Source: an optimization exercise on an open RTL-to-GDS flow (aim: small area, a short achievable clock period and few clock cycles per item). Production flows keep margins and buffers that such runs may drop.
Only simulation tests tie the RTL to the original design; equivalence was not proved.

### config.mk
export PLATFORM = sky130hd
export DESIGN_NAME = bsm_xfade
export DESIGN_NICKNAME = bsm_xfade
export VERILOG_FILES = /design/flow/design.v
export SDC_FILE = /design/flow/constraint.sdc
export NUM_CORES = 4
export LEC_CHECK = 0
export CAP_MARGIN = 5
export CORE_MARGIN = 2
export CORE_UTILIZATION = 60
export PLACE_DENSITY = 0.7
export SETUP_SLACK_MARGIN = 5
export SLEW_MARGIN = 5
### constraint.sdc
create_clock -name core_clock -period 10.0 [get_ports {clk}]
set_input_delay 2.0000 -clock core_clock [delete_from_list [all_inputs] [get_ports {clk}]]
set_output_delay 2.0000 -clock core_clock [all_outputs]
set_load 0.01 [all_outputs]
### design.v
module bsm_xfade (
    input  wire        clk,
    input  wire        rst,
    input  wire        cmd_valid,
    output wire        cmd_ready,
    input  wire [11:0] cmd_len,
    input  wire        in_valid,
    output wire        in_ready,
    input  wire [15:0] in_dst,
    input  wire [15:0] in_src,
    output wire        out_valid,
    input  wire        out_ready,
    output wire [15:0] out_data
);
    localparam F   = 29;              
    localparam CT  = 14;            
    localparam K   = 3;               
    localparam W   = F + 16 - CT;     
    localparam WL  = F - CT;          
    reg        active;    
    reg        dz;        
    reg        first;     
    reg        rdy_r;     
    reg        full_r;    
    reg        nq;        
    reg        vA, vB;    
    reg [10:0] dv;        
    reg [11:0] pr;        
    reg [F:0]  q;         
    reg [3:0]  dcnt;      
    reg        dfirst;    
    reg [F-1:0] x;        
    reg [11:0]  u;        
    reg         second;   
    wire cmd_fire = cmd_valid && !active;
    wire in_fire  = in_valid && in_ready;
    wire pop      = out_ready && nq;
    wire nq_pop   = nq && !pop;
    wire stallB   = vB && nq_pop;              
    wire stallA   = vA && stallB;              
    wire moveB    = vB && !stallB;
    assign cmd_ready = !active;
    assign in_ready  = rdy_r && (!full_r || out_ready);
    wire [11:0] dr [0:K];
    wire [K-1:0] qb;
    assign dr[0] = pr;
    genvar gj;
    generate
        for (gj = 0; gj < K; gj = gj + 1) begin : g_div
            wire [11:0] tw = {dr[gj][10:0], dfirst && (gj == 0)};
            assign dr[gj+1] = dr[gj][11] ? tw + {1'b0, dv} : tw - {1'b0, dv};
            assign qb[K-1-gj] = !dr[gj+1][11];
        end
    endgenerate
    wire [11:0]  pd;
    wire         pd_co;
    xf_add #(12) u_pd (.a(pr), .b({1'b0, dv} ^ {12{!pr[11]}}), .ci(!pr[11]),
                       .s(pd), .co(pd_co));
    wire [11:0]  rr  = pr[11] ? pd : pr;                     
    wire [11:0]  rmd = pr[11] ? pr : pd;                     
    wire         cu  = !second && !u[11];
    wire [11:0]  un;
    wire         un_co;
    xf_add #(12) u_un (.a(second ? rmd : u), .b(cu ? rmd : rr), .ci(1'b0),
                       .s(un), .co(un_co));
    wire [F:0]   xs;
    wire         xs_co;
    xf_add #(F+1) u_xs (.a({1'b0, x}), .b(q), .ci(cu), .s(xs), .co(xs_co));
    wire         ovf = xs[F] | xs_co;      
    wire [F-1:0] xn  = ovf ? {F{1'b1}} : xs[F-1:0];
    wire         last = first ? dz : ovf;
    wire [16:0] dl_in;
    wire        dl_co;
    xf_add #(17) u_dl (.a({in_dst[15], in_dst}), .b(~{in_src[15], in_src}), .ci(1'b1),
                       .s(dl_in), .co(dl_co));
    reg [16:0] dlA;
    reg [15:0] sA;
    wire [W-1:0] ra, rb;
    xf_mul u_mul (.dl(dlA), .x(x), .s(sA), .ra(ra), .rb(rb));
    wire [WL-1:0] lp = ra[WL-1:0] ^ rb[WL-1:0];
    wire [WL-1:0] lt = ra[WL-1:0] | rb[WL-1:0];
    wire [3:0]    lg, lpp;
    wire [3:0]    s0, s1, s2;
    wire [2:0]    s3;
    xf_add #(4) u_g0 (.a(ra[3:0]),   .b(rb[3:0]),   .ci(1'b0), .s(s0), .co(lg[0]));
    xf_add #(4) u_g1 (.a(ra[7:4]),   .b(rb[7:4]),   .ci(1'b0), .s(s1), .co(lg[1]));
    xf_add #(4) u_g2 (.a(ra[11:8]),  .b(rb[11:8]),  .ci(1'b0), .s(s2), .co(lg[2]));
    xf_add #(3) u_g3 (.a(ra[14:12]), .b(rb[14:12]), .ci(1'b0), .s(s3), .co(lg[3]));
    assign lpp = {&lp[14:12], &lp[11:8], &lp[7:4], &lp[3:0]};
    wire          c11 = lg[0];    
    wire          zl  = (lp[WL-11] == c11) && (lp[WL-1:WL-10] == lt[WL-2:WL-11]);
    reg  [15:0]   raB, rbB;
    reg           zB;
    reg  [3:0]    gB;
    reg  [3:1]    pB;
    wire [15:0]  hi;
    wire         hi_co;
    wire         cB  = gB[3] | pB[3] & (gB[2] | pB[2] & (gB[1] | pB[1] & gB[0]));
    xf_add #(16) u_y (.a(raB), .b(rbB), .ci(cB), .s(hi), .co(hi_co));
    wire         zi  = zB;
    wire [15:0]  res;
    wire         res_co;
    xf_add #(16) u_res (.a(hi), .b(16'd0), .ci(hi[15] & ~zi), .s(res), .co(res_co));
    reg [15:0] e0;
    assign out_valid = nq;
    assign out_data  = e0;
    wire       nq_nx  = nq_pop || moveB;
    wire       vA_nx  = in_fire || stallA;
    wire       vB_nx  = (vA && !stallB) || stallB;
    always @(posedge clk) begin
        if (moveB)
            e0 <= res;
        if (!stallB) begin
            raB <= ra[W-1:WL];
            rbB <= rb[W-1:WL];
            zB  <= zl;
            gB  <= lg;
            pB  <= lpp[3:1];
        end
        if (!stallA) begin
            dlA <= dl_in;
            sA  <= in_src;
        end
        if (dcnt != 4'd0) begin
            dcnt <= dcnt - 4'd1;
            pr   <= dr[K];
            q    <= {q[F-K:0], qb};
        end
        dfirst <= 1'b0;
        if (cmd_fire) begin
            dv <= cmd_len[10:0] - 11'd1;
            q  <= {(F+1){1'b0}};
            if (cmd_len > 12'd512) begin
                dcnt <= 4'd7; pr <= 12'd256;
            end else if (cmd_len > 12'd64) begin
                dcnt <= 4'd8; pr <= 12'd32;
            end else if (cmd_len > 12'd8) begin
                dcnt <= 4'd9; pr <= 12'd4;
            end else begin
                dcnt <= 4'd10; pr <= 12'd0; dfirst <= 1'b1;
            end
        end
        if (in_fire) begin
            second <= first;
            if (first) begin
                x <= {F{1'b0}};
            end else begin
                x <= xn;
                u <= un;
            end
        end
        if (rst) begin
            active <= 1'b0;
            first  <= 1'b0;
            rdy_r  <= 1'b0;
            nq     <= 1'b0;
            full_r <= 1'b0;
            vA     <= 1'b0;
            vB     <= 1'b0;
            dcnt   <= 4'd0;
        end else begin
            nq <= nq_nx;
            vA <= vA_nx;
            vB <= vB_nx;
            full_r <= nq_nx && vA_nx && vB_nx;
            if (cmd_fire) begin
                active <= (cmd_len != 12'd0);
                dz     <= (cmd_len == 12'd1);
                first  <= 1'b1;
                rdy_r  <= (cmd_len != 12'd0);
            end else begin
                if (in_fire) begin
                    first  <= 1'b0;
                    active <= !last;
                end
                rdy_r <= active && !(in_fire && last)
                         && ((first && !in_fire) || (dcnt == 4'd0) || (dcnt == 4'd1));
            end
        end
    end
endmodule
module xf_mul (
    input  wire [16:0] dl,
    input  wire [28:0] x,
    input  wire [15:0] s,
    output wire [44:14] ra,
    output wire [44:14] rb
);
    wire [17:-1] db = {dl[16], dl, 1'b0};
    wire [29:-1] xe = {1'b0, x, 1'b0};
    wire one0 = db[0] ^ db[-1];
    wire two0 = (db[1] & ~db[0] & ~db[-1]) | (~db[1] & db[0] & db[-1]);
    wire neg0 = db[1] & ~(db[0] & db[-1]);
    wire nneg0 = ~neg0;
    wire p0_14 = ((one0 & xe[14]) | (two0 & xe[13])) ^ neg0;
    wire p0_15 = ((one0 & xe[15]) | (two0 & xe[14])) ^ neg0;
    wire p0_16 = ((one0 & xe[16]) | (two0 & xe[15])) ^ neg0;
    wire p0_17 = ((one0 & xe[17]) | (two0 & xe[16])) ^ neg0;
    wire p0_18 = ((one0 & xe[18]) | (two0 & xe[17])) ^ neg0;
    wire p0_19 = ((one0 & xe[19]) | (two0 & xe[18])) ^ neg0;
    wire p0_20 = ((one0 & xe[20]) | (two0 & xe[19])) ^ neg0;
    wire p0_21 = ((one0 & xe[21]) | (two0 & xe[20])) ^ neg0;
    wire p0_22 = ((one0 & xe[22]) | (two0 & xe[21])) ^ neg0;
    wire p0_23 = ((one0 & xe[23]) | (two0 & xe[22])) ^ neg0;
    wire p0_24 = ((one0 & xe[24]) | (two0 & xe[23])) ^ neg0;
    wire p0_25 = ((one0 & xe[25]) | (two0 & xe[24])) ^ neg0;
    wire p0_26 = ((one0 & xe[26]) | (two0 & xe[25])) ^ neg0;
    wire p0_27 = ((one0 & xe[27]) | (two0 & xe[26])) ^ neg0;
    wire p0_28 = ((one0 & xe[28]) | (two0 & xe[27])) ^ neg0;
    wire p0_29 = ((one0 & xe[29]) | (two0 & xe[28])) ^ neg0;
    wire one1 = db[2] ^ db[1];
    wire two1 = (db[3] & ~db[2] & ~db[1]) | (~db[3] & db[2] & db[1]);
    wire neg1 = db[3] & ~(db[2] & db[1]);
    wire nneg1 = ~neg1;
    wire p1_12 = ((one1 & xe[12]) | (two1 & xe[11])) ^ neg1;
    wire p1_13 = ((one1 & xe[13]) | (two1 & xe[12])) ^ neg1;
    wire p1_14 = ((one1 & xe[14]) | (two1 & xe[13])) ^ neg1;
    wire p1_15 = ((one1 & xe[15]) | (two1 & xe[14])) ^ neg1;
    wire p1_16 = ((one1 & xe[16]) | (two1 & xe[15])) ^ neg1;
    wire p1_17 = ((one1 & xe[17]) | (two1 & xe[16])) ^ neg1;
    wire p1_18 = ((one1 & xe[18]) | (two1 & xe[17])) ^ neg1;
    wire p1_19 = ((one1 & xe[19]) | (two1 & xe[18])) ^ neg1;
    wire p1_20 = ((one1 & xe[20]) | (two1 & xe[19])) ^ neg1;
    wire p1_21 = ((one1 & xe[21]) | (two1 & xe[20])) ^ neg1;
    wire p1_22 = ((one1 & xe[22]) | (two1 & xe[21])) ^ neg1;
    wire p1_23 = ((one1 & xe[23]) | (two1 & xe[22])) ^ neg1;
    wire p1_24 = ((one1 & xe[24]) | (two1 & xe[23])) ^ neg1;
    wire p1_25 = ((one1 & xe[25]) | (two1 & xe[24])) ^ neg1;
    wire p1_26 = ((one1 & xe[26]) | (two1 & xe[25])) ^ neg1;
    wire p1_27 = ((one1 & xe[27]) | (two1 & xe[26])) ^ neg1;
    wire p1_28 = ((one1 & xe[28]) | (two1 & xe[27])) ^ neg1;
    wire p1_29 = ((one1 & xe[29]) | (two1 & xe[28])) ^ neg1;
    wire one2 = db[4] ^ db[3];
    wire two2 = (db[5] & ~db[4] & ~db[3]) | (~db[5] & db[4] & db[3]);
    wire neg2 = db[5] & ~(db[4] & db[3]);
    wire nneg2 = ~neg2;
    wire p2_10 = ((one2 & xe[10]) | (two2 & xe[9])) ^ neg2;
    wire p2_11 = ((one2 & xe[11]) | (two2 & xe[10])) ^ neg2;
    wire p2_12 = ((one2 & xe[12]) | (two2 & xe[11])) ^ neg2;
    wire p2_13 = ((one2 & xe[13]) | (two2 & xe[12])) ^ neg2;
    wire p2_14 = ((one2 & xe[14]) | (two2 & xe[13])) ^ neg2;
    wire p2_15 = ((one2 & xe[15]) | (two2 & xe[14])) ^ neg2;
    wire p2_16 = ((one2 & xe[16]) | (two2 & xe[15])) ^ neg2;
    wire p2_17 = ((one2 & xe[17]) | (two2 & xe[16])) ^ neg2;
    wire p2_18 = ((one2 & xe[18]) | (two2 & xe[17])) ^ neg2;
    wire p2_19 = ((one2 & xe[19]) | (two2 & xe[18])) ^ neg2;
    wire p2_20 = ((one2 & xe[20]) | (two2 & xe[19])) ^ neg2;
    wire p2_21 = ((one2 & xe[21]) | (two2 & xe[20])) ^ neg2;
    wire p2_22 = ((one2 & xe[22]) | (two2 & xe[21])) ^ neg2;
    wire p2_23 = ((one2 & xe[23]) | (two2 & xe[22])) ^ neg2;
    wire p2_24 = ((one2 & xe[24]) | (two2 & xe[23])) ^ neg2;
    wire p2_25 = ((one2 & xe[25]) | (two2 & xe[24])) ^ neg2;
    wire p2_26 = ((one2 & xe[26]) | (two2 & xe[25])) ^ neg2;
    wire p2_27 = ((one2 & xe[27]) | (two2 & xe[26])) ^ neg2;
    wire p2_28 = ((one2 & xe[28]) | (two2 & xe[27])) ^ neg2;
    wire p2_29 = ((one2 & xe[29]) | (two2 & xe[28])) ^ neg2;
    wire one3 = db[6] ^ db[5];
    wire two3 = (db[7] & ~db[6] & ~db[5]) | (~db[7] & db[6] & db[5]);
    wire neg3 = db[7] & ~(db[6] & db[5]);
    wire nneg3 = ~neg3;
    wire p3_8 = ((one3 & xe[8]) | (two3 & xe[7])) ^ neg3;
    wire p3_9 = ((one3 & xe[9]) | (two3 & xe[8])) ^ neg3;
    wire p3_10 = ((one3 & xe[10]) | (two3 & xe[9])) ^ neg3;
    wire p3_11 = ((one3 & xe[11]) | (two3 & xe[10])) ^ neg3;
    wire p3_12 = ((one3 & xe[12]) | (two3 & xe[11])) ^ neg3;
    wire p3_13 = ((one3 & xe[13]) | (two3 & xe[12])) ^ neg3;
    wire p3_14 = ((one3 & xe[14]) | (two3 & xe[13])) ^ neg3;
    wire p3_15 = ((one3 & xe[15]) | (two3 & xe[14])) ^ neg3;
    wire p3_16 = ((one3 & xe[16]) | (two3 & xe[15])) ^ neg3;
    wire p3_17 = ((one3 & xe[17]) | (two3 & xe[16])) ^ neg3;
    wire p3_18 = ((one3 & xe[18]) | (two3 & xe[17])) ^ neg3;
    wire p3_19 = ((one3 & xe[19]) | (two3 & xe[18])) ^ neg3;
    wire p3_20 = ((one3 & xe[20]) | (two3 & xe[19])) ^ neg3;
    wire p3_21 = ((one3 & xe[21]) | (two3 & xe[20])) ^ neg3;
    wire p3_22 = ((one3 & xe[22]) | (two3 & xe[21])) ^ neg3;
    wire p3_23 = ((one3 & xe[23]) | (two3 & xe[22])) ^ neg3;
    wire p3_24 = ((one3 & xe[24]) | (two3 & xe[23])) ^ neg3;
    wire p3_25 = ((one3 & xe[25]) | (two3 & xe[24])) ^ neg3;
    wire p3_26 = ((one3 & xe[26]) | (two3 & xe[25])) ^ neg3;
    wire p3_27 = ((one3 & xe[27]) | (two3 & xe[26])) ^ neg3;
    wire p3_28 = ((one3 & xe[28]) | (two3 & xe[27])) ^ neg3;
    wire p3_29 = ((one3 & xe[29]) | (two3 & xe[28])) ^ neg3;
    wire one4 = db[8] ^ db[7];
    wire two4 = (db[9] & ~db[8] & ~db[7]) | (~db[9] & db[8] & db[7]);
    wire neg4 = db[9] & ~(db[8] & db[7]);
    wire nneg4 = ~neg4;
    wire p4_6 = ((one4 & xe[6]) | (two4 & xe[5])) ^ neg4;
    wire p4_7 = ((one4 & xe[7]) | (two4 & xe[6])) ^ neg4;
    wire p4_8 = ((one4 & xe[8]) | (two4 & xe[7])) ^ neg4;
    wire p4_9 = ((one4 & xe[9]) | (two4 & xe[8])) ^ neg4;
    wire p4_10 = ((one4 & xe[10]) | (two4 & xe[9])) ^ neg4;
    wire p4_11 = ((one4 & xe[11]) | (two4 & xe[10])) ^ neg4;
    wire p4_12 = ((one4 & xe[12]) | (two4 & xe[11])) ^ neg4;
    wire p4_13 = ((one4 & xe[13]) | (two4 & xe[12])) ^ neg4;
    wire p4_14 = ((one4 & xe[14]) | (two4 & xe[13])) ^ neg4;
    wire p4_15 = ((one4 & xe[15]) | (two4 & xe[14])) ^ neg4;
    wire p4_16 = ((one4 & xe[16]) | (two4 & xe[15])) ^ neg4;
    wire p4_17 = ((one4 & xe[17]) | (two4 & xe[16])) ^ neg4;
    wire p4_18 = ((one4 & xe[18]) | (two4 & xe[17])) ^ neg4;
    wire p4_19 = ((one4 & xe[19]) | (two4 & xe[18])) ^ neg4;
    wire p4_20 = ((one4 & xe[20]) | (two4 & xe[19])) ^ neg4;
    wire p4_21 = ((one4 & xe[21]) | (two4 & xe[20])) ^ neg4;
    wire p4_22 = ((one4 & xe[22]) | (two4 & xe[21])) ^ neg4;
    wire p4_23 = ((one4 & xe[23]) | (two4 & xe[22])) ^ neg4;
    wire p4_24 = ((one4 & xe[24]) | (two4 & xe[23])) ^ neg4;
    wire p4_25 = ((one4 & xe[25]) | (two4 & xe[24])) ^ neg4;
    wire p4_26 = ((one4 & xe[26]) | (two4 & xe[25])) ^ neg4;
    wire p4_27 = ((one4 & xe[27]) | (two4 & xe[26])) ^ neg4;
    wire p4_28 = ((one4 & xe[28]) | (two4 & xe[27])) ^ neg4;
    wire p4_29 = ((one4 & xe[29]) | (two4 & xe[28])) ^ neg4;
    wire one5 = db[10] ^ db[9];
    wire two5 = (db[11] & ~db[10] & ~db[9]) | (~db[11] & db[10] & db[9]);
    wire neg5 = db[11] & ~(db[10] & db[9]);
    wire nneg5 = ~neg5;
    wire p5_4 = ((one5 & xe[4]) | (two5 & xe[3])) ^ neg5;
    wire p5_5 = ((one5 & xe[5]) | (two5 & xe[4])) ^ neg5;
    wire p5_6 = ((one5 & xe[6]) | (two5 & xe[5])) ^ neg5;
    wire p5_7 = ((one5 & xe[7]) | (two5 & xe[6])) ^ neg5;
    wire p5_8 = ((one5 & xe[8]) | (two5 & xe[7])) ^ neg5;
    wire p5_9 = ((one5 & xe[9]) | (two5 & xe[8])) ^ neg5;
    wire p5_10 = ((one5 & xe[10]) | (two5 & xe[9])) ^ neg5;
    wire p5_11 = ((one5 & xe[11]) | (two5 & xe[10])) ^ neg5;
    wire p5_12 = ((one5 & xe[12]) | (two5 & xe[11])) ^ neg5;
    wire p5_13 = ((one5 & xe[13]) | (two5 & xe[12])) ^ neg5;
    wire p5_14 = ((one5 & xe[14]) | (two5 & xe[13])) ^ neg5;
    wire p5_15 = ((one5 & xe[15]) | (two5 & xe[14])) ^ neg5;
    wire p5_16 = ((one5 & xe[16]) | (two5 & xe[15])) ^ neg5;
    wire p5_17 = ((one5 & xe[17]) | (two5 & xe[16])) ^ neg5;
    wire p5_18 = ((one5 & xe[18]) | (two5 & xe[17])) ^ neg5;
    wire p5_19 = ((one5 & xe[19]) | (two5 & xe[18])) ^ neg5;
    wire p5_20 = ((one5 & xe[20]) | (two5 & xe[19])) ^ neg5;
    wire p5_21 = ((one5 & xe[21]) | (two5 & xe[20])) ^ neg5;
    wire p5_22 = ((one5 & xe[22]) | (two5 & xe[21])) ^ neg5;
    wire p5_23 = ((one5 & xe[23]) | (two5 & xe[22])) ^ neg5;
    wire p5_24 = ((one5 & xe[24]) | (two5 & xe[23])) ^ neg5;
    wire p5_25 = ((one5 & xe[25]) | (two5 & xe[24])) ^ neg5;
    wire p5_26 = ((one5 & xe[26]) | (two5 & xe[25])) ^ neg5;
    wire p5_27 = ((one5 & xe[27]) | (two5 & xe[26])) ^ neg5;
    wire p5_28 = ((one5 & xe[28]) | (two5 & xe[27])) ^ neg5;
    wire p5_29 = ((one5 & xe[29]) | (two5 & xe[28])) ^ neg5;
    wire one6 = db[12] ^ db[11];
    wire two6 = (db[13] & ~db[12] & ~db[11]) | (~db[13] & db[12] & db[11]);
    wire neg6 = db[13] & ~(db[12] & db[11]);
    wire nneg6 = ~neg6;
    wire p6_2 = ((one6 & xe[2]) | (two6 & xe[1])) ^ neg6;
    wire p6_3 = ((one6 & xe[3]) | (two6 & xe[2])) ^ neg6;
    wire p6_4 = ((one6 & xe[4]) | (two6 & xe[3])) ^ neg6;
    wire p6_5 = ((one6 & xe[5]) | (two6 & xe[4])) ^ neg6;
    wire p6_6 = ((one6 & xe[6]) | (two6 & xe[5])) ^ neg6;
    wire p6_7 = ((one6 & xe[7]) | (two6 & xe[6])) ^ neg6;
    wire p6_8 = ((one6 & xe[8]) | (two6 & xe[7])) ^ neg6;
    wire p6_9 = ((one6 & xe[9]) | (two6 & xe[8])) ^ neg6;
    wire p6_10 = ((one6 & xe[10]) | (two6 & xe[9])) ^ neg6;
    wire p6_11 = ((one6 & xe[11]) | (two6 & xe[10])) ^ neg6;
    wire p6_12 = ((one6 & xe[12]) | (two6 & xe[11])) ^ neg6;
    wire p6_13 = ((one6 & xe[13]) | (two6 & xe[12])) ^ neg6;
    wire p6_14 = ((one6 & xe[14]) | (two6 & xe[13])) ^ neg6;
    wire p6_15 = ((one6 & xe[15]) | (two6 & xe[14])) ^ neg6;
    wire p6_16 = ((one6 & xe[16]) | (two6 & xe[15])) ^ neg6;
    wire p6_17 = ((one6 & xe[17]) | (two6 & xe[16])) ^ neg6;
    wire p6_18 = ((one6 & xe[18]) | (two6 & xe[17])) ^ neg6;
    wire p6_19 = ((one6 & xe[19]) | (two6 & xe[18])) ^ neg6;
    wire p6_20 = ((one6 & xe[20]) | (two6 & xe[19])) ^ neg6;
    wire p6_21 = ((one6 & xe[21]) | (two6 & xe[20])) ^ neg6;
    wire p6_22 = ((one6 & xe[22]) | (two6 & xe[21])) ^ neg6;
    wire p6_23 = ((one6 & xe[23]) | (two6 & xe[22])) ^ neg6;
    wire p6_24 = ((one6 & xe[24]) | (two6 & xe[23])) ^ neg6;
    wire p6_25 = ((one6 & xe[25]) | (two6 & xe[24])) ^ neg6;
    wire p6_26 = ((one6 & xe[26]) | (two6 & xe[25])) ^ neg6;
    wire p6_27 = ((one6 & xe[27]) | (two6 & xe[26])) ^ neg6;
    wire p6_28 = ((one6 & xe[28]) | (two6 & xe[27])) ^ neg6;
    wire p6_29 = ((one6 & xe[29]) | (two6 & xe[28])) ^ neg6;
    wire one7 = db[14] ^ db[13];
    wire two7 = (db[15] & ~db[14] & ~db[13]) | (~db[15] & db[14] & db[13]);
    wire neg7 = db[15] & ~(db[14] & db[13]);
    wire nneg7 = ~neg7;
    wire p7_0 = ((one7 & xe[0]) | (two7 & xe[-1])) ^ neg7;
    wire p7_1 = ((one7 & xe[1]) | (two7 & xe[0])) ^ neg7;
    wire p7_2 = ((one7 & xe[2]) | (two7 & xe[1])) ^ neg7;
    wire p7_3 = ((one7 & xe[3]) | (two7 & xe[2])) ^ neg7;
    wire p7_4 = ((one7 & xe[4]) | (two7 & xe[3])) ^ neg7;
    wire p7_5 = ((one7 & xe[5]) | (two7 & xe[4])) ^ neg7;
    wire p7_6 = ((one7 & xe[6]) | (two7 & xe[5])) ^ neg7;
    wire p7_7 = ((one7 & xe[7]) | (two7 & xe[6])) ^ neg7;
    wire p7_8 = ((one7 & xe[8]) | (two7 & xe[7])) ^ neg7;
    wire p7_9 = ((one7 & xe[9]) | (two7 & xe[8])) ^ neg7;
    wire p7_10 = ((one7 & xe[10]) | (two7 & xe[9])) ^ neg7;
    wire p7_11 = ((one7 & xe[11]) | (two7 & xe[10])) ^ neg7;
    wire p7_12 = ((one7 & xe[12]) | (two7 & xe[11])) ^ neg7;
    wire p7_13 = ((one7 & xe[13]) | (two7 & xe[12])) ^ neg7;
    wire p7_14 = ((one7 & xe[14]) | (two7 & xe[13])) ^ neg7;
    wire p7_15 = ((one7 & xe[15]) | (two7 & xe[14])) ^ neg7;
    wire p7_16 = ((one7 & xe[16]) | (two7 & xe[15])) ^ neg7;
    wire p7_17 = ((one7 & xe[17]) | (two7 & xe[16])) ^ neg7;
    wire p7_18 = ((one7 & xe[18]) | (two7 & xe[17])) ^ neg7;
    wire p7_19 = ((one7 & xe[19]) | (two7 & xe[18])) ^ neg7;
    wire p7_20 = ((one7 & xe[20]) | (two7 & xe[19])) ^ neg7;
    wire p7_21 = ((one7 & xe[21]) | (two7 & xe[20])) ^ neg7;
    wire p7_22 = ((one7 & xe[22]) | (two7 & xe[21])) ^ neg7;
    wire p7_23 = ((one7 & xe[23]) | (two7 & xe[22])) ^ neg7;
    wire p7_24 = ((one7 & xe[24]) | (two7 & xe[23])) ^ neg7;
    wire p7_25 = ((one7 & xe[25]) | (two7 & xe[24])) ^ neg7;
    wire p7_26 = ((one7 & xe[26]) | (two7 & xe[25])) ^ neg7;
    wire p7_27 = ((one7 & xe[27]) | (two7 & xe[26])) ^ neg7;
    wire p7_28 = ((one7 & xe[28]) | (two7 & xe[27])) ^ neg7;
    wire p7_29 = ((one7 & xe[29]) | (two7 & xe[28])) ^ neg7;
    wire one8 = db[16] ^ db[15];
    wire two8 = (db[17] & ~db[16] & ~db[15]) | (~db[17] & db[16] & db[15]);
    wire neg8 = db[17] & ~(db[16] & db[15]);
    wire nneg8 = ~neg8;
    wire p8_0 = ((one8 & xe[0]) | (two8 & xe[-1])) ^ neg8;
    wire p8_1 = ((one8 & xe[1]) | (two8 & xe[0])) ^ neg8;
    wire p8_2 = ((one8 & xe[2]) | (two8 & xe[1])) ^ neg8;
    wire p8_3 = ((one8 & xe[3]) | (two8 & xe[2])) ^ neg8;
    wire p8_4 = ((one8 & xe[4]) | (two8 & xe[3])) ^ neg8;
    wire p8_5 = ((one8 & xe[5]) | (two8 & xe[4])) ^ neg8;
    wire p8_6 = ((one8 & xe[6]) | (two8 & xe[5])) ^ neg8;
    wire p8_7 = ((one8 & xe[7]) | (two8 & xe[6])) ^ neg8;
    wire p8_8 = ((one8 & xe[8]) | (two8 & xe[7])) ^ neg8;
    wire p8_9 = ((one8 & xe[9]) | (two8 & xe[8])) ^ neg8;
    wire p8_10 = ((one8 & xe[10]) | (two8 & xe[9])) ^ neg8;
    wire p8_11 = ((one8 & xe[11]) | (two8 & xe[10])) ^ neg8;
    wire p8_12 = ((one8 & xe[12]) | (two8 & xe[11])) ^ neg8;
    wire p8_13 = ((one8 & xe[13]) | (two8 & xe[12])) ^ neg8;
    wire p8_14 = ((one8 & xe[14]) | (two8 & xe[13])) ^ neg8;
    wire p8_15 = ((one8 & xe[15]) | (two8 & xe[14])) ^ neg8;
    wire p8_16 = ((one8 & xe[16]) | (two8 & xe[15])) ^ neg8;
    wire p8_17 = ((one8 & xe[17]) | (two8 & xe[16])) ^ neg8;
    wire p8_18 = ((one8 & xe[18]) | (two8 & xe[17])) ^ neg8;
    wire p8_19 = ((one8 & xe[19]) | (two8 & xe[18])) ^ neg8;
    wire p8_20 = ((one8 & xe[20]) | (two8 & xe[19])) ^ neg8;
    wire p8_21 = ((one8 & xe[21]) | (two8 & xe[20])) ^ neg8;
    wire p8_22 = ((one8 & xe[22]) | (two8 & xe[21])) ^ neg8;
    wire p8_23 = ((one8 & xe[23]) | (two8 & xe[22])) ^ neg8;
    wire p8_24 = ((one8 & xe[24]) | (two8 & xe[23])) ^ neg8;
    wire p8_25 = ((one8 & xe[25]) | (two8 & xe[24])) ^ neg8;
    wire p8_26 = ((one8 & xe[26]) | (two8 & xe[25])) ^ neg8;
    wire p8_27 = ((one8 & xe[27]) | (two8 & xe[26])) ^ neg8;
    wire p8_28 = ((one8 & xe[28]) | (two8 & xe[27])) ^ neg8;
    wire s1, c2;
    assign {c2, s1} = p0_14 + p1_12;
    wire s3, c4;
    assign {c4, s3} = p0_15 + p1_13;
    wire s5, c6;
    assign {c6, s5} = p0_16 + p1_14 + p2_12;
    wire s7, c8;
    assign {c8, s7} = p0_17 + p1_15 + p2_13;
    wire s9, c10;
    assign {c10, s9} = p0_18 + p1_16;
    wire s11, c12;
    assign {c12, s11} = p0_19 + p1_17;
    wire s13, c14;
    assign {c14, s13} = p0_20 + p1_18;
    wire s15, c16;
    assign {c16, s15} = p0_21 + p1_19;
    wire s17, c18;
    assign {c18, s17} = p0_22 + p1_20;
    wire s19, c20;
    assign {c20, s19} = p0_23 + p1_21;
    wire s21, c22;
    assign {c22, s21} = p0_24 + p1_22;
    wire s23, c24;
    assign {c24, s23} = p0_25 + p1_23;
    wire s25, c26;
    assign {c26, s25} = p0_26 + p1_24;
    wire s27, c28;
    assign {c28, s27} = p0_27 + p1_25;
    wire s29, c30;
    assign {c30, s29} = p0_28 + p1_26;
    wire s31, c32;
    assign {c32, s31} = p0_29 + p1_27 + p2_25;
    wire s33, c34;
    assign {c34, s33} = nneg0 + p1_28 + p2_26;
    wire s35, c36;
    assign {c36, s35} = p3_24 + p4_22;
    wire s37, c38;
    assign {c38, s37} = p1_29 + p2_27 + p3_25;
    wire s39, c40;
    assign {c40, s39} = p4_23 + p5_21;
    wire s41, c42;
    assign {c42, s41} = nneg1 + p2_28 + p3_26;
    wire s43, c44;
    assign {c44, s43} = p2_29 + p3_27;
    wire s45, c46;
    assign {c46, s45} = s1 + p2_10 + p3_8;
    wire s47, c48;
    assign {c48, s47} = p4_6 + p5_4;
    wire s49, c50;
    assign {c50, s49} = c2 + s3 + p2_11;
    wire s51, c52;
    assign {c52, s51} = p3_9 + p4_7 + p5_5;
    wire s53, c54;
    assign {c54, s53} = p6_3 + p7_1;
    wire s55, c56;
    assign {c56, s55} = c4 + s5 + p3_10;
    wire s57, c58;
    assign {c58, s57} = p4_8 + p5_6 + p6_4;
    wire s59, c60;
    assign {c60, s59} = p7_2 + p8_0 + neg8;
    wire s61, c62;
    assign {c62, s61} = c6 + s7 + p3_11;
    wire s63, c64;
    assign {c64, s63} = p4_9 + p5_7 + p6_5;
    wire s65, c66;
    assign {c66, s65} = p7_3 + p8_1 + 1'b1;
    wire s67, c68;
    assign {c68, s67} = c8 + s9 + p2_14;
    wire s69, c70;
    assign {c70, s69} = p3_12 + p4_10 + p5_8;
    wire s71, c72;
    assign {c72, s71} = p6_6 + p7_4 + p8_2;
    wire s73, c74;
    assign {c74, s73} = c10 + s11 + p2_15;
    wire s75, c76;
    assign {c76, s75} = p3_13 + p4_11 + p5_9;
    wire s77, c78;
    assign {c78, s77} = p6_7 + p7_5 + p8_3;
    wire s79, c80;
    assign {c80, s79} = c12 + s13 + p2_16;
    wire s81, c82;
    assign {c82, s81} = p3_14 + p4_12 + p5_10;
    wire s83, c84;
    assign {c84, s83} = p6_8 + p7_6 + p8_4;
    wire s85, c86;
    assign {c86, s85} = c14 + s15 + p2_17;
    wire s87, c88;
    assign {c88, s87} = p3_15 + p4_13 + p5_11;
    wire s89, c90;
    assign {c90, s89} = p6_9 + p7_7 + p8_5;
    wire s91, c92;
    assign {c92, s91} = c16 + s17 + p2_18;
    wire s93, c94;
    assign {c94, s93} = p3_16 + p4_14 + p5_12;
    wire s95, c96;
    assign {c96, s95} = p6_10 + p7_8 + p8_6;
    wire s97, c98;
    assign {c98, s97} = c18 + s19 + p2_19;
    wire s99, c100;
    assign {c100, s99} = p3_17 + p4_15 + p5_13;
    wire s101, c102;
    assign {c102, s101} = p6_11 + p7_9 + p8_7;
    wire s103, c104;
    assign {c104, s103} = c20 + s21 + p2_20;
    wire s105, c106;
    assign {c106, s105} = p3_18 + p4_16 + p5_14;
    wire s107, c108;
    assign {c108, s107} = p6_12 + p7_10 + p8_8;
    wire s109, c110;
    assign {c110, s109} = c22 + s23 + p2_21;
    wire s111, c112;
    assign {c112, s111} = p3_19 + p4_17 + p5_15;
    wire s113, c114;
    assign {c114, s113} = p6_13 + p7_11 + p8_9;
    wire s115, c116;
    assign {c116, s115} = c24 + s25 + p2_22;
    wire s117, c118;
    assign {c118, s117} = p3_20 + p4_18 + p5_16;
    wire s119, c120;
    assign {c120, s119} = p6_14 + p7_12 + p8_10;
    wire s121, c122;
    assign {c122, s121} = c26 + s27 + p2_23;
    wire s123, c124;
    assign {c124, s123} = p3_21 + p4_19 + p5_17;
    wire s125, c126;
    assign {c126, s125} = p6_15 + p7_13 + p8_11;
    wire s127, c128;
    assign {c128, s127} = c28 + s29 + p2_24;
    wire s129, c130;
    assign {c130, s129} = p3_22 + p4_20 + p5_18;
    wire s131, c132;
    assign {c132, s131} = p6_16 + p7_14 + p8_12;
    wire s133, c134;
    assign {c134, s133} = c30 + s31 + p3_23;
    wire s135, c136;
    assign {c136, s135} = p4_21 + p5_19 + p6_17;
    wire s137, c138;
    assign {c138, s137} = p7_15 + p8_13 + s[0];
    wire s139, c140;
    assign {c140, s139} = c32 + s33 + s35;
    wire s141, c142;
    assign {c142, s141} = p5_20 + p6_18 + p7_16;
    wire s143, c144;
    assign {c144, s143} = p8_14 + s[1] + 1'b1;
    wire s145, c146;
    assign {c146, s145} = c34 + c36 + s37;
    wire s147, c148;
    assign {c148, s147} = s39 + p6_19 + p7_17;
    wire s149, c150;
    assign {c150, s149} = p8_15 + s[2] + 1'b1;
    wire s151, c152;
    assign {c152, s151} = c38 + c40 + s41;
    wire s153, c154;
    assign {c154, s153} = p4_24 + p5_22 + p6_20;
    wire s155, c156;
    assign {c156, s155} = p7_18 + p8_16 + s[3];
    wire s157, c158;
    assign {c158, s157} = c42 + s43 + p4_25;
    wire s159, c160;
    assign {c160, s159} = p5_23 + p6_21 + p7_19;
    wire s161, c162;
    assign {c162, s161} = p8_17 + s[4] + 1'b1;
    wire s163, c164;
    assign {c164, s163} = c44 + nneg2 + p3_28;
    wire s165, c166;
    assign {c166, s165} = p4_26 + p5_24 + p6_22;
    wire s167, c168;
    assign {c168, s167} = p7_20 + p8_18 + s[5];
    wire s169, c170;
    assign {c170, s169} = p3_29 + p4_27 + p5_25;
    wire s171, c172;
    assign {c172, s171} = p6_23 + p7_21 + p8_19;
    wire s173, c174;
    assign {c174, s173} = s[6] + 1'b1;
    wire s175, c176;
    assign {c176, s175} = nneg3 + p4_28 + p5_26;
    wire s177, c178;
    assign {c178, s177} = p6_24 + p7_22 + p8_20;
    wire s179, c180;
    assign {c180, s179} = p4_29 + p5_27 + p6_25;
    wire s181, c182;
    assign {c182, s181} = p7_23 + p8_21;
    wire s183, c184;
    assign {c184, s183} = nneg4 + p5_28 + p6_26;
    wire s185, c186;
    assign {c186, s185} = p5_29 + p6_27;
    wire s187, c188;
    assign {c188, s187} = s45 + s47 + p6_2;
    wire s189, c190;
    assign {c190, s189} = c46 + c48 + s49;
    wire s191, c192;
    assign {c192, s191} = s51 + s53;
    wire s193, c194;
    assign {c194, s193} = c50 + c52 + c54;
    wire s195, c196;
    assign {c196, s195} = s55 + s57 + s59;
    wire s197, c198;
    assign {c198, s197} = c56 + c58 + c60;
    wire s199, c200;
    assign {c200, s199} = s61 + s63 + s65;
    wire s201, c202;
    assign {c202, s201} = c62 + c64 + c66;
    wire s203, c204;
    assign {c204, s203} = s67 + s69 + s71;
    wire s205, c206;
    assign {c206, s205} = c68 + c70 + c72;
    wire s207, c208;
    assign {c208, s207} = s73 + s75 + s77;
    wire s209, c210;
    assign {c210, s209} = c74 + c76 + c78;
    wire s211, c212;
    assign {c212, s211} = s79 + s81 + s83;
    wire s213, c214;
    assign {c214, s213} = c80 + c82 + c84;
    wire s215, c216;
    assign {c216, s215} = s85 + s87 + s89;
    wire s217, c218;
    assign {c218, s217} = c86 + c88 + c90;
    wire s219, c220;
    assign {c220, s219} = s91 + s93 + s95;
    wire s221, c222;
    assign {c222, s221} = c92 + c94 + c96;
    wire s223, c224;
    assign {c224, s223} = s97 + s99 + s101;
    wire s225, c226;
    assign {c226, s225} = c98 + c100 + c102;
    wire s227, c228;
    assign {c228, s227} = s103 + s105 + s107;
    wire s229, c230;
    assign {c230, s229} = c104 + c106 + c108;
    wire s231, c232;
    assign {c232, s231} = s109 + s111 + s113;
    wire s233, c234;
    assign {c234, s233} = c110 + c112 + c114;
    wire s235, c236;
    assign {c236, s235} = s115 + s117 + s119;
    wire s237, c238;
    assign {c238, s237} = c116 + c118 + c120;
    wire s239, c240;
    assign {c240, s239} = s121 + s123 + s125;
    wire s241, c242;
    assign {c242, s241} = c122 + c124 + c126;
    wire s243, c244;
    assign {c244, s243} = s127 + s129 + s131;
    wire s245, c246;
    assign {c246, s245} = c128 + c130 + c132;
    wire s247, c248;
    assign {c248, s247} = s133 + s135 + s137;
    wire s249, c250;
    assign {c250, s249} = c134 + c136 + c138;
    wire s251, c252;
    assign {c252, s251} = s139 + s141 + s143;
    wire s253, c254;
    assign {c254, s253} = c140 + c142 + c144;
    wire s255, c256;
    assign {c256, s255} = s145 + s147 + s149;
    wire s257, c258;
    assign {c258, s257} = c146 + c148 + c150;
    wire s259, c260;
    assign {c260, s259} = s151 + s153 + s155;
    wire s261, c262;
    assign {c262, s261} = c152 + c154 + c156;
    wire s263, c264;
    assign {c264, s263} = s157 + s159 + s161;
    wire s265, c266;
    assign {c266, s265} = c158 + c160 + c162;
    wire s267, c268;
    assign {c268, s267} = s163 + s165 + s167;
    wire s269, c270;
    assign {c270, s269} = c164 + c166 + c168;
    wire s271, c272;
    assign {c272, s271} = s169 + s171 + s173;
    wire s273, c274;
    assign {c274, s273} = c170 + c172 + c174;
    wire s275, c276;
    assign {c276, s275} = s175 + s177 + s[7];
    wire s277, c278;
    assign {c278, s277} = c176 + c178 + s179;
    wire s279, c280;
    assign {c280, s279} = s181 + s[8] + 1'b1;
    wire s281, c282;
    assign {c282, s281} = c180 + c182 + s183;
    wire s283, c284;
    assign {c284, s283} = p7_24 + p8_22 + s[9];
    wire s285, c286;
    assign {c286, s285} = c184 + s185 + p7_25;
    wire s287, c288;
    assign {c288, s287} = p8_23 + s[10] + 1'b1;
    wire s289, c290;
    assign {c290, s289} = c186 + nneg5 + p6_28;
    wire s291, c292;
    assign {c292, s291} = p7_26 + p8_24 + s[11];
    wire s293, c294;
    assign {c294, s293} = p6_29 + p7_27 + p8_25;
    wire s295, c296;
    assign {c296, s295} = s[12] + 1'b1;
    wire s297, c298;
    assign {c298, s297} = nneg6 + p7_28 + p8_26;
    wire s299, c300;
    assign {c300, s299} = p7_29 + p8_27;
    wire s301, c302;
    assign {c302, s301} = s187 + p7_0;
    wire s303, c304;
    assign {c304, s303} = c188 + s189 + s191;
    wire s305, c306;
    assign {c306, s305} = c190 + c192 + s193;
    wire s307, c308;
    assign {c308, s307} = c194 + c196 + s197;
    wire s309, c310;
    assign {c310, s309} = c198 + c200 + s201;
    wire s311, c312;
    assign {c312, s311} = c202 + c204 + s205;
    wire s313, c314;
    assign {c314, s313} = c206 + c208 + s209;
    wire s315, c316;
    assign {c316, s315} = c210 + c212 + s213;
    wire s317, c318;
    assign {c318, s317} = c214 + c216 + s217;
    wire s319, c320;
    assign {c320, s319} = c218 + c220 + s221;
    wire s321, c322;
    assign {c322, s321} = c222 + c224 + s225;
    wire s323, c324;
    assign {c324, s323} = c226 + c228 + s229;
    wire s325, c326;
    assign {c326, s325} = c230 + c232 + s233;
    wire s327, c328;
    assign {c328, s327} = c234 + c236 + s237;
    wire s329, c330;
    assign {c330, s329} = c238 + c240 + s241;
    wire s331, c332;
    assign {c332, s331} = c242 + c244 + s245;
    wire s333, c334;
    assign {c334, s333} = c246 + c248 + s249;
    wire s335, c336;
    assign {c336, s335} = c250 + c252 + s253;
    wire s337, c338;
    assign {c338, s337} = c254 + c256 + s257;
    wire s339, c340;
    assign {c340, s339} = c258 + c260 + s261;
    wire s341, c342;
    assign {c342, s341} = c262 + c264 + s265;
    wire s343, c344;
    assign {c344, s343} = c266 + c268 + s269;
    wire s345, c346;
    assign {c346, s345} = c270 + c272 + s273;
    wire s347, c348;
    assign {c348, s347} = c274 + c276 + s277;
    wire s349, c350;
    assign {c350, s349} = c278 + c280 + s281;
    wire s351, c352;
    assign {c352, s351} = c282 + c284 + s285;
    wire s353, c354;
    assign {c354, s353} = c286 + c288 + s289;
    wire s355, c356;
    assign {c356, s355} = c290 + c292 + s293;
    wire s357, c358;
    assign {c358, s357} = c294 + c296 + s297;
    wire s359, c360;
    assign {c360, s359} = c298 + s299 + s[14];
    wire s361, c362;
    assign {c362, s361} = c300 + nneg7 + p8_28;
    wire s363, c364;
    assign {c364, s363} = s301 + neg7;
    wire s365, c366;
    assign {c366, s365} = c302 + s303 + 1'b1;
    wire s367, c368;
    assign {c368, s367} = c304 + s305 + s195;
    wire s369, c370;
    assign {c370, s369} = c306 + s307 + s199;
    wire s371, c372;
    assign {c372, s371} = c308 + s309 + s203;
    wire s373, c374;
    assign {c374, s373} = c310 + s311 + s207;
    wire s375, c376;
    assign {c376, s375} = c312 + s313 + s211;
    wire s377, c378;
    assign {c378, s377} = c314 + s315 + s215;
    wire s379, c380;
    assign {c380, s379} = c316 + s317 + s219;
    wire s381, c382;
    assign {c382, s381} = c318 + s319 + s223;
    wire s383, c384;
    assign {c384, s383} = c320 + s321 + s227;
    wire s385, c386;
    assign {c386, s385} = c322 + s323 + s231;
    wire s387, c388;
    assign {c388, s387} = c324 + s325 + s235;
    wire s389, c390;
    assign {c390, s389} = c326 + s327 + s239;
    wire s391, c392;
    assign {c392, s391} = c328 + s329 + s243;
    wire s393, c394;
    assign {c394, s393} = c330 + s331 + s247;
    wire s395, c396;
    assign {c396, s395} = c332 + s333 + s251;
    wire s397, c398;
    assign {c398, s397} = c334 + s335 + s255;
    wire s399, c400;
    assign {c400, s399} = c336 + s337 + s259;
    wire s401, c402;
    assign {c402, s401} = c338 + s339 + s263;
    wire s403, c404;
    assign {c404, s403} = c340 + s341 + s267;
    wire s405, c406;
    assign {c406, s405} = c342 + s343 + s271;
    wire s407, c408;
    assign {c408, s407} = c344 + s345 + s275;
    wire s409, c410;
    assign {c410, s409} = c346 + s347 + s279;
    wire s411, c412;
    assign {c412, s411} = c348 + s349 + s283;
    wire s413, c414;
    assign {c414, s413} = c350 + s351 + s287;
    wire s415, c416;
    assign {c416, s415} = c352 + s353 + s291;
    wire s417, c418;
    assign {c418, s417} = c354 + s355 + s295;
    wire s419, c420;
    assign {c420, s419} = c356 + s357 + s[13];
    wire s421, c422;
    assign {c422, s421} = c358 + s359 + 1'b1;
    wire s423, c424;
    assign {c424, s423} = c360 + s361 + s[15];
    wire [44:0] rA = {c422, c420, c418, c416, c414, c412, c410, c408, c406, c404, c402, c400, c398, c396, c394, c392, c390, c388, c386, c384, c382, c380, c378, c376, c374, c372, c370, c368, c366, c364, s363, 1'b0, 1'b0, 1'b0, 1'b0, 1'b0, 1'b0, 1'b0, 1'b0, 1'b0, 1'b0, 1'b0, 1'b0, 1'b0, 1'b0};
    wire [44:0] rB = {s423, s421, s419, s417, s415, s413, s411, s409, s407, s405, s403, s401, s399, s397, s395, s393, s391, s389, s387, s385, s383, s381, s379, s377, s375, s373, s371, s369, s367, s365, 1'b1, 1'b0, 1'b0, 1'b0, 1'b0, 1'b0, 1'b0, 1'b0, 1'b0, 1'b0, 1'b0, 1'b0, 1'b0, 1'b0, 1'b0};
    assign ra = rA[44:14];
    assign rb = rB[44:14];
endmodule
module xf_add #(parameter N = 8) (
    input  wire [N-1:0] a,
    input  wire [N-1:0] b,
    input  wire         ci,
    output wire [N-1:0] s,
    output wire         co
);
    localparam L = (N < 2) ? 1 : (N < 4) ? 2 : (N < 8) ? 3 : (N < 16) ? 4 :
                   (N < 32) ? 5 : (N < 64) ? 6 : 7;    
    wire [N:0] g0 = {a & b, ci};
    wire [N:0] p0 = {a ^ b, 1'b0};
    reg  [N:0] g, p;
    integer lv, i;
    always @* begin
        g = g0;
        p = p0;
        for (lv = 0; lv < L; lv = lv + 1)
            for (i = (2 << lv) - 1; i <= N; i = i + (2 << lv)) begin
                g[i] = g[i] | (p[i] & g[i - (1 << lv)]);
                p[i] = p[i] & p[i - (1 << lv)];
            end
        for (lv = L - 2; lv >= 0; lv = lv - 1)
            for (i = (3 << lv) - 1; i <= N; i = i + (2 << lv)) begin
                g[i] = g[i] | (p[i] & g[i - (1 << lv)]);
                p[i] = p[i] & p[i - (1 << lv)];
            end
    end
    assign s  = p0[N:1] ^ g[N-1:0];
    assign co = g[N];
endmodule
### run.sh
#!/bin/bash
# synth_recipe.tcl (not shown) runs the flow's synth.tcl, then flattens the netlist and writes it again
# the make line also repeats each setting of config.mk as NAME=value (left out here)
make -C /OpenROAD-flow-scripts/flow DESIGN_CONFIG=/design/flow/config.mk WORK_HOME=/design/flow/orfs CLKGATE_MAP_FILE= SYNTH_SCRIPT=/design/flow/synth_recipe.tcl finish
==> results.yml, run 1 <==
floorplan:
  die-width_microns: 198
  io_pins: 68
  initial_core_util_pct: 61.3
  fp.coreArea_sq_um: 36800
  die_h_microns: 198
  die_area_sq_um: 39100
  num_rows: 70
clock_network:
  h-tree-depth: 4
  worstSkewPairLatency_ps: 460
  tritoncts: "done"
  path_clk_slew_ps: 80
  clock_sinks: 197
  clockRootBuffer: "clkbuf_16"
  holdBufCountCts: 0
  clock_path_buffers: 2
  cts_buffers: 17
worst_hold_path:
  hold_path_startpoint: "q[28]"
  hold_class: "reg2reg"
logic_synthesis:
  yosys.area.top_type_share_pct: 20.7
  syn-cell-area_sq_um: 22500
  yosysUniqueCellTypes: 72
  syn_area_per_cell_sq_um: 9.73
  seq_area_frac_synth_pct: 24.4
  ys_async_sr_fraction_pct: 0
  yosys_warnings: 7
  synth_edf_count: 155
  ys.flop_type: "edfxtp_1"
  synthCells: 2316
  synth_top_area_cell: "edfxtp_1"
  synth_area_leaders: "edfxtp_1, fa_1, ha_1"
  syn_nets: 2794
  synth_seq_cells: 197
sta:
  clock_skew_ps: 18.1
  slew_violations: 0
  fin_tns_setup_ps: 0
  period_minus_slack_ps: 5140
  hold_viol: 0
  max_freq_mhz: 194
  maxSlewHeadroom_pct: 26.0
  setup_violations: 0
  setup_ws_ps: 4860
  tightest_slew_ps: 1110
  post-route-period-util_pct: 51.4
  rsz0062_at_grt: "true"
setup_path:
  cp_top_family: "compound AO/OA/AOI/OAI gates"
  crit_path_cell_trace: "buf_4 > nor4_2 > a21oi_1 > xnor2_1 > ha_1 > and2_4 > a221oi_4 > a31oi_4 > o21a_4 > or2_4 > nand3_4 > o21ai_4 > fa_2 > a21oi_2 > o21ai_2 > a21oi_2 > nor2_1 > o41a_1 > a211oi_2 > mux2i_1 > xnor2_1 > and2_1"
  crit_arrival_ps: 5360
  endpoint_kind: "flip-flop"
  worst_setup_path_start_kind: "flip-flop"
  crit_path_max_incr_delay_ps: 460
  startpoint: "dv[5]"
  r2r-start: "dv[5]"
  worst_ep_required_time_ps: 10210
  worstPathMaxFanout: 7
  crit_type: "reg2reg"
  slowest_stage: "o41a_1"
  crit_buf_inv: 1
finish:
  instances_no_fill: 2861
  fin_nets: 2857
  drive_gt1_share_pct: 11.1
  final_common_cell: "inv_1"
  most-common-layout-cells: "inv_1, fa_1, ha_1, xor2_1, xnor2_1"
  syn_to_final_growth_pct: 12.7
global_route:
  grtUsageTotal_pct: 31.9
  grt-ovfl-total: 0
  grt_max_degree: 44
  grt_pass1_vias: 17600
  grt_pass1_wl_mm: 95.8
  antenna_found_initial: 4
placement:
  place.gp.congestion: 0.942
  hpwlAfterDp_mm: 44.1
  port_buffers: 67
  dp.cells: 2754
  pre_cts_slack_ps: 3850
routing:
  drt.antenna.violating_nets: 0
  drt_iter0_drc: 1628
  wl_per_cell_microns: 21.4
  viasPerCell: 6.12
  dr.pass1.iters: 9
  drc: 0
  routed_wl_mm: 61.1
  num_vias: 17500
job:
  max_cap_viol_count: 0
status:
  outcome: "complete, no violations"
cell families (layout without fill, tap and decap cells):
kind of cell	after synthesis	count (layout)	synth area share, %
compound gates	493	493	14.4
flops	197	197	24.4
fa+ha+maj	429	429	31.1
buf+inv	444	518	7.46
mux	19	19	0.866
simple gates	399	401	8.77
xor+xnor	335	335	13.0
other cells	0	1	0
sequential cells by signal, summed over array words and instances (netlist names), 12 cells and up:
signal  count
q          30
x          29
dlA        17
e0         16
raB        16
rbB        16
sA         16
pr         12
u          12
path summary, 6_finish.rpt:
path,depth (start not counted),slack [ps],endpoint
worst max-delay path,22,4860,pr[11]
worst min register to register,2,470,q[28]
worst max register to register,22,4860,pr[11]
worst min-delay path,2,470,q[28]
metrics by stage:
step | utilization, % | hold WS, ps | cell area (sq um)
4_1_cts | 67.3 | 478 | 24800
3_3_place_gp | 64.4 | 456 | 23700
5_1_grt | 69.0 | 501 | 25400
6_report | 69.0 | 466 | 25400
3_5_place_dp | 64.4 | 465 | 23700
2_1_floorplan | - | 406 | 22600
routing by layer:
metal / wire [microns] / vias to the layer above / GRT usage, %
met5: 23 / - / 0
met4: 2140 / 4 / 11.8
met3: 5940 / 174 / 6.83
met2: 28000 / 862 / 50.9
met1: 25000 / 8571 / 43.1
li1: - / 7903 / -
Yosys cell counts, drive strengths merged (14+ instances only):
master / count
a31oi: 14
xor2: 167
nand2: 127
edfxtp: 155
nor2b: 32
fa: 220
buf: 21
nor2: 95
o21ai: 67
clkbuf: 115
dfxtp: 42
xnor2: 168
a22oi: 160
mux2i: 15
nand2b: 33
inv: 306
ha: 209
a21o: 40
nor3: 28
a21oi: 138
nand3: 15
area by class of cell:
cell class	count	area, sq um
tap	468	586
inverter	308	1170
sequential	197	5500
clock inverter	14	159
clock buffer	18	429
multi-input combinational	1677	16000
timing repair buffer	178	1550
antenna	1	2.50
fill	2807	11400
worst register-to-register path, cell delays in order (launching register included):
cell	delay, ps
edfxtp_1	410
buf_4	170
nor4_2	440
a21oi_1	150
xnor2_1	160
ha_1	330
and2_4	170
a221oi_4	280
a31oi_4	150
o21a_4	230
or2_4	300
nand3_4	100
o21ai_4	80
fa_2	410
a21oi_2	150
o21ai_2	80
a21oi_2	160
nor2_1	60
o41a_1	460
a211oi_2	200
mux2i_1	110
xnor2_1	140
and2_1	170
what timing repair did:
action                     4_1_cts  5_1_grt
resized for setup               57       71
setup endpoints to repair       42       26
pin swaps                       31       44
buffers inserted                33       37
cloned                           2        2
Testbench counts, summed over its fixed seeds: cycles 41,401, items 38,279.
==> inputs of run 2 (changes only) <==
--- a/config.mk
+++ b/config.mk
@@ -9,4 +9,4 @@
 export CORE_MARGIN = 2
-export CORE_UTILIZATION = 60
-export PLACE_DENSITY = 0.7
+export CORE_UTILIZATION = 40
+export PLACE_DENSITY = 0.6
 export SETUP_SLACK_MARGIN = 5
==> results.yml, run 2 <==
finish:
  regMostFlops: "q"
  n_antenna_cell: 0
  syn_to_final_growth_pct: 14.3
  fill_cells: 5269
  final_common_cell: "inv_1"
  drive_gt1_share_pct: 10.7
  fin_nets: 2851
  largest_reg_flops: 30
  most-common-layout-cells: "inv_1, fa_1, ha_1, xor2_1, xnor2_1"
  top_regs: "q (30), x (29), dlA (17)"
clock_network:
  tritoncts: "done"
  worstSkewPairLatency_ps: 500
  clock_path_buffers: 2
  holdBufCountCts: 0
  clock_sinks: 197
  path_clk_slew_ps: 80
  clockRootBuffer: "clkbuf_16"
  h-tree-depth: 4
  cts_buffers: 17
floorplan:
  die-width_microns: 241
  num_rows: 87
  die_h_microns: 241
  io_pins: 68
  initial_core_util_pct: 40.2
  die_area_sq_um: 58300
  fp.coreArea_sq_um: 56100
routing:
  drc: 0
  route.met3.wl_mm: 3.24
  wl_met1_mm: 27.3
  dr.pass1.iters: 6
  drt_iter0_drc: 1328
  num_vias: 16900
  drt.antenna.violating_nets: 0
  viasPerCell: 5.38
  dr_wl_met2_mm: 26.7
  routed_wl_mm: 58.2
  route.top_layer_used: "met4"
  wl_per_cell_microns: 18.5
sta:
  period_minus_slack_ps: 5210
  hold_viol: 0
  slew_violations: 0
  post-route-period-util_pct: 52.1
  setup_ws_ps: 4790
  clock_skew_ps: 14.2
  max_freq_mhz: 192
  maxSlewHeadroom_pct: 27.7
  fin_tns_setup_ps: 0
  tightest_slew_ps: 1080
  setup_violations: 0
  whs_ps: 481
  rsz0062_at_grt: "true"
logic_synthesis:
  synth_top_area_cell: "edfxtp_1"
  syn_area_per_cell_sq_um: 9.73
  synth_area_leaders: "edfxtp_1, fa_1, ha_1"
  seq_area_frac_synth_pct: 24.4
  synth_edf_count: 155
  synthCells: 2316
  synthMostInstantiatedCell: "inv_1"
  ys.flop_type: "edfxtp_1"
  syn-cell-area_sq_um: 22500
  yosysUniqueCellTypes: 72
  ys_async_sr_fraction_pct: 0
  synth_seq_cells: 197
  syn_nets: 2794
  yosys_warnings: 7
  synthTopCellsByCount: "inv_1, fa_1, ha_1"
  yosys.area.top_type_share_pct: 20.7
setup_path:
  worstPathMaxFanout: 6
  crit_arrival_ps: 5470
  worst_setup_path_start_kind: "flip-flop"
  worst_ep_required_time_ps: 10260
  endpoint_kind: "flip-flop"
  crit_type: "reg2reg"
  r2r_cells: 21
job:
  max_cap_viol_count: 0
global_route:
  grt_pass1_wl_mm: 93.0
  grt_max_degree: 44
  grt-ovfl-total: 0
  grt_pass1_vias: 17100
  antenna_found_initial: 0
  grtUsageTotal_pct: 20.4
placement:
  pre_cts_slack_ps: 4020
  port_buffers: 67
  place.gp.congestion: 0.871
  hpwlAfterDp_mm: 42.8
worst_hold_path:
  hold_class: "reg2reg"
  min_path_cells: 2
status:
  outcome: "complete, no violations"
run 2: metal layers:
| metal | global-route usage, % | vias up |
|---|---|---|
| met4 | 4.99 | 0 |
| met1 | 29.4 | 8455 |
| li1 | - | 7901 |
| met2 | 31.7 | 488 |
| met5 | 0 | - |
| met3 | 3.84 | 62 |
run 2: repair_timing:
action	CTS	global route
pin swaps	32	51
setup buffers	32	33
resized for setup	66	72
cloned	1	3
setup endpoints to repair	31	22
run 2: worst max-delay path, cell delays in order, from the launching register on:
cell and delay (ps):
edfxtp_1 430, or4_4 580, nor2_4 140, a21oi_2 70, xnor2_1 200, ha_1 290, and2_4 180, a221oi_4 270
a31oi_4 150, o21a_4 240, or2_4 310, o21ai_4 230, ha_4 240, a21o_1 170, a21o_1 190, a21oi_2 180
o21ai_2 90, a41o_1 190, o41a_1 320, mux2i_2 200, xnor2_2 130, and2_1 170
run 2: final timing paths:
path	from	endpoint	slack [ps]
hold / removal	q[4]	q[4]	480
setup reg to reg	dv[4]	pr[11]	4790
setup / recovery	dv[4]	pr[11]	4790
hold reg to reg	q[4]	q[4]	480
run 2: metrics by stage:
| stage | utilization (%) | instances | cell area, sq um |
|---|---|---|---|
| finish | 45.9 | 3142 | 25700 |
| global route | 45.9 | 3142 | 25700 |
| CTS | 44.8 | 3106 | 25100 |
| detailed placement | 42.8 | 3041 | 24000 |
| global placement | 42.8 | 3041 | 24000 |
| floorplan | - | 2316 | 22600 |
run 2: logic make-up (layout without fill, tap and decap cells):
group	after synthesis	count (layout)	synth area share [%]
AOI/OAI and AO/OA	493	493	14.4
DFF	197	197	24.4
and+or+nand+nor	399	401	8.77
xor gates and xnor gates	335	335	13.0
buffers and inverters	444	512	7.46
adders and majority gates	429	429	31.1
muxes	19	19	0.866
run 2: final cells by class:
| cell class | instances | area, sq um | share of cell area, % |
|---|---|---|---|
| Clock buffer | 18 | 429 | 1.67 |
| Clock inverter | 14 | 141 | 0.549 |
| Inverter | 308 | 1170 | 4.53 |
| Multi-Input combinational cell | 1677 | 16000 | 62.2 |
| Sequential cell | 197 | 5500 | 21.3 |
| Tap cell | 756 | 946 | 3.67 |
| Timing Repair Buffer | 172 | 1560 | 6.04 |
==> inputs of run 3 (changes only) <==
==> flow/run.sh (new file) <==
#!/bin/bash
# The standard layout (the standard.sh: standard synthesis and ORFS
# from floorplan to finish), with the ports buffered by the smallest
# buffer instead of the delay buffer buffer_ports picks by default.
set -euo pipefail
export BUFFER_PORTS_ARGS="-buffer_cell sky130_fd_sc_hd__buf_1"
bash standard.sh > standard.log 2>&1
==> standard.sh (new file) <==
#!/bin/bash
# synth_recipe.tcl (not shown) runs the flow's synth.tcl, then flattens the netlist and writes it again
# the make line also repeats each setting of config.mk as NAME=value (left out here)
make -C /OpenROAD-flow-scripts/flow DESIGN_CONFIG=/design/flow/config.mk WORK_HOME=/design/flow/orfs CLKGATE_MAP_FILE= SYNTH_SCRIPT=/design/flow/synth_recipe.tcl "${@:-finish}"
removed: run.sh
==> results.yml, run 3 <==
setup_path:
  crit_path_max_incr_delay_ps: 580
  cp_top_family: "compound AO/OA/AOI/OAI gates"
  crit_buf_inv: 1
  worst_ep_required_time_ps: 10260
  worst_setup_path_start_kind: "flip-flop"
  crit_type: "reg2reg"
  crit_arrival_ps: 5510
  slowest_stage: "or4_4"
  crit_path_cell_trace: "or4_4 > nor2_4 > a21oi_2 > xnor2_1 > ha_1 > and2_4 > a221oi_4 > a31oi_4 > o21a_4 > or2_4 > nand2_1 > o21ai_2 > ha_1 > buf_4 > a21o_1 > a21oi_2 > o21ai_2 > a41o_1 > o41a_1 > mux2i_2 > xnor2_2 > and2_1"
  endpoint_kind: "flip-flop"
  worstPathMaxFanout: 6
logic_synthesis:
  seq_area_frac_synth_pct: 24.4
  syn_area_per_cell_sq_um: 9.73
  yosys_warnings: 7
  synthMostInstantiatedCell: "inv_1"
  syn_nets: 2794
  synth_edf_count: 155
  synth_area_leaders: "edfxtp_1, fa_1, ha_1"
  synth_top_area_cell: "edfxtp_1"
  yosysUniqueCellTypes: 72
  ys_async_sr_fraction_pct: 0
  synth_seq_cells: 197
  syn-cell-area_sq_um: 22500
  synthTopCellsByCount: "inv_1, fa_1, ha_1"
  synthCells: 2316
  yosys.area.top_type_share_pct: 20.7
  ys.flop_type: "edfxtp_1"
routing:
  dr.pass1.iters: 6
  drc: 0
  drt_iter0_drc: 1460
  wl_per_cell_microns: 18.4
  drt.antenna.violating_nets: 0
  viasPerCell: 5.38
  routed_wl_mm: 58.0
  num_vias: 16900
global_route:
  grtUsageTotal_pct: 20.1
  grt_pass1_wl_mm: 91.1
  grt_max_degree: 45
  grt_pass1_vias: 16900
  grt-ovfl-total: 0
  antenna_found_initial: 0
worst_hold_path:
  hold_class: "reg2reg"
sta:
  rsz0062_at_grt: "true"
  hold_viol: 0
  period_minus_slack_ps: 5250
  setup_violations: 0
  post-route-period-util_pct: 52.5
  fin_tns_setup_ps: 0
  slew_violations: 0
  tightest_slew_ps: 1070
  maxSlewHeadroom_pct: 28.5
  max_freq_mhz: 190
  clock_skew_ps: 13.4
finish:
  most-common-layout-cells: "inv_1, fa_1, ha_1, xor2_1, a22oi_1"
  final_common_cell: "inv_1"
  fin_nets: 2857
  final_core_util_pct: 45.4
  n_antenna_cell: 0
  regMostFlops: "q"
  top_regs: "q (30), x (29), dlA (17)"
  largest_reg_flops: 30
  drive_gt1_share_pct: 11.6
  syn_to_final_growth_pct: 12.9
status:
  outcome: "complete, no violations"
clock_network:
  path_clk_slew_ps: 80
  worstSkewPairLatency_ps: 510
  tritoncts: "done"
  clockRootBuffer: "clkbuf_16"
  clock_path_buffers: 2
  clock_sinks: 197
  cts_buffers: 17
  h-tree-depth: 4
floorplan:
  initial_core_util_pct: 40.2
  io_pins: 68
  die-width_microns: 241
  fp.coreArea_sq_um: 56100
  die_area_sq_um: 58300
  die_h_microns: 241
  num_rows: 87
placement:
  hpwlAfterDp_mm: 42.8
  port_buffers: 67
  place.gp.congestion: 0.871
job:
  max_cap_viol_count: 0
-- run 3: cell count changes in the layout (fill, tap and decap cells not counted), sizes merged --
| cell | delta |
|---|---|
| buf | +73 |
| clkdlybuf4s15 | -1 |
| clkdlybuf4s50 | -65 |
| dlymetal6s2s | -1 |
-- run 3: worst min-delay path, cell delays in order (launching register included) --
cell     delay, ps
dfxtp_1        330
nand2_1         60
a21oi_1         50
-- run 3: worst paths after layout --
check,start,to,slack [ps],depth (start not counted)
max,dv[4],pr[11],4750,22
min,q[4],q[4],480,2
max reg2reg,dv[4],pr[11],4750,22
min reg2reg,q[4],q[4],480,2
-- run 3: routing by layer --
layer  vias to the layer above  track usage (%)  wire length (microns)
met5                         -                0                      0
met4                         0             6.19                   1200
met3                        67             4.90                   4200
met2                       509             30.3                  26000
met1                      8437             28.5                  26600
li1                       7909                -                      -
-- run 3: cell families (layout without fill, tap and decap cells) --
| group | count (synthesis) | count (layout) | share of synthesized area (%) |
|---|---|---|---|
| AOI/OAI and AO/OA | 493 | 493 | 14.4 |
| buffers and inverters | 444 | 518 | 7.46 |
| adders and majority gates | 429 | 429 | 31.1 |
| and+or+nand+nor | 399 | 401 | 8.77 |
| xor gates and xnor gates | 335 | 335 | 13.0 |
| DFF | 197 | 197 | 24.4 |
| muxes | 19 | 19 | 0.866 |
-- run 3: timing repair --
action	in CTS	in global routing
hold buffers	0	0
gates cloned	1	3
endpoints found under the setup margin	42	24
pin swaps	29	58
resized for setup	53	90
setup buffers	43	26
-- run 3: layout make-up --
cell class	instances	area [sq um]
inverter	308	1170
multi-input combinational	1677	16100
fill	5300	30600
sequential	197	5500
tap	756	946
clock buffer	18	439
clock inverter	14	159
timing repair buffer	178	1170
-- run 3: stage by stage --
| step | cells | hold slack, ps | instance area [sq um] | worst slack [ps] |
|---|---|---|---|---|
| 5_1_grt | 3148 | 499 | 25400 | 4590 |
| 4_1_cts | 3119 | 482 | 24800 | 4880 |
| 2_1_floorplan | 2316 | 406 | 22600 | 4870 |
| 6_report | 3148 | 478 | 25400 | 4750 |
| 3_5_place_dp | 3043 | 471 | 23600 | 3840 |
| 3_3_place_gp | 3043 | 457 | 23600 | 3940 |

afterwards: timing with drivers on the ports:
The results above use ideal ports. As a check the final layouts listed here were re-extracted and re-timed, cells and wires unchanged.
Step 1, drivers: a clkbuf_16 drives clk and a buf_2 each remaining input, both assumed.
Step 2 times the ports against the registers' clock, not the clock port: input delays grow and output delays shrink by t, the midpoint of the rising clock arrivals with the driver on.
Slacks: no drivers / after step 1 / after step 2; pairs: no drivers / after step 1.
run	shift t [ns]	setup WS [ns]	slew at the worst register clock pin (ns)	pins driven straight from the clock port
run 1	0.508	4.857 / 4.857 / 4.649	0.09 / 0.09	1
run 2	0.548	4.788 / 4.788 / 4.656	0.08 / 0.08	1
run 3	0.558	4.748 / 4.748 / 4.748	0.09 / 0.09	1
After both steps every run listed still meets setup and hold. The setup slack of run 1, which loses most, moves by 0.000 ns with the drivers and by -0.208 ns with both steps.
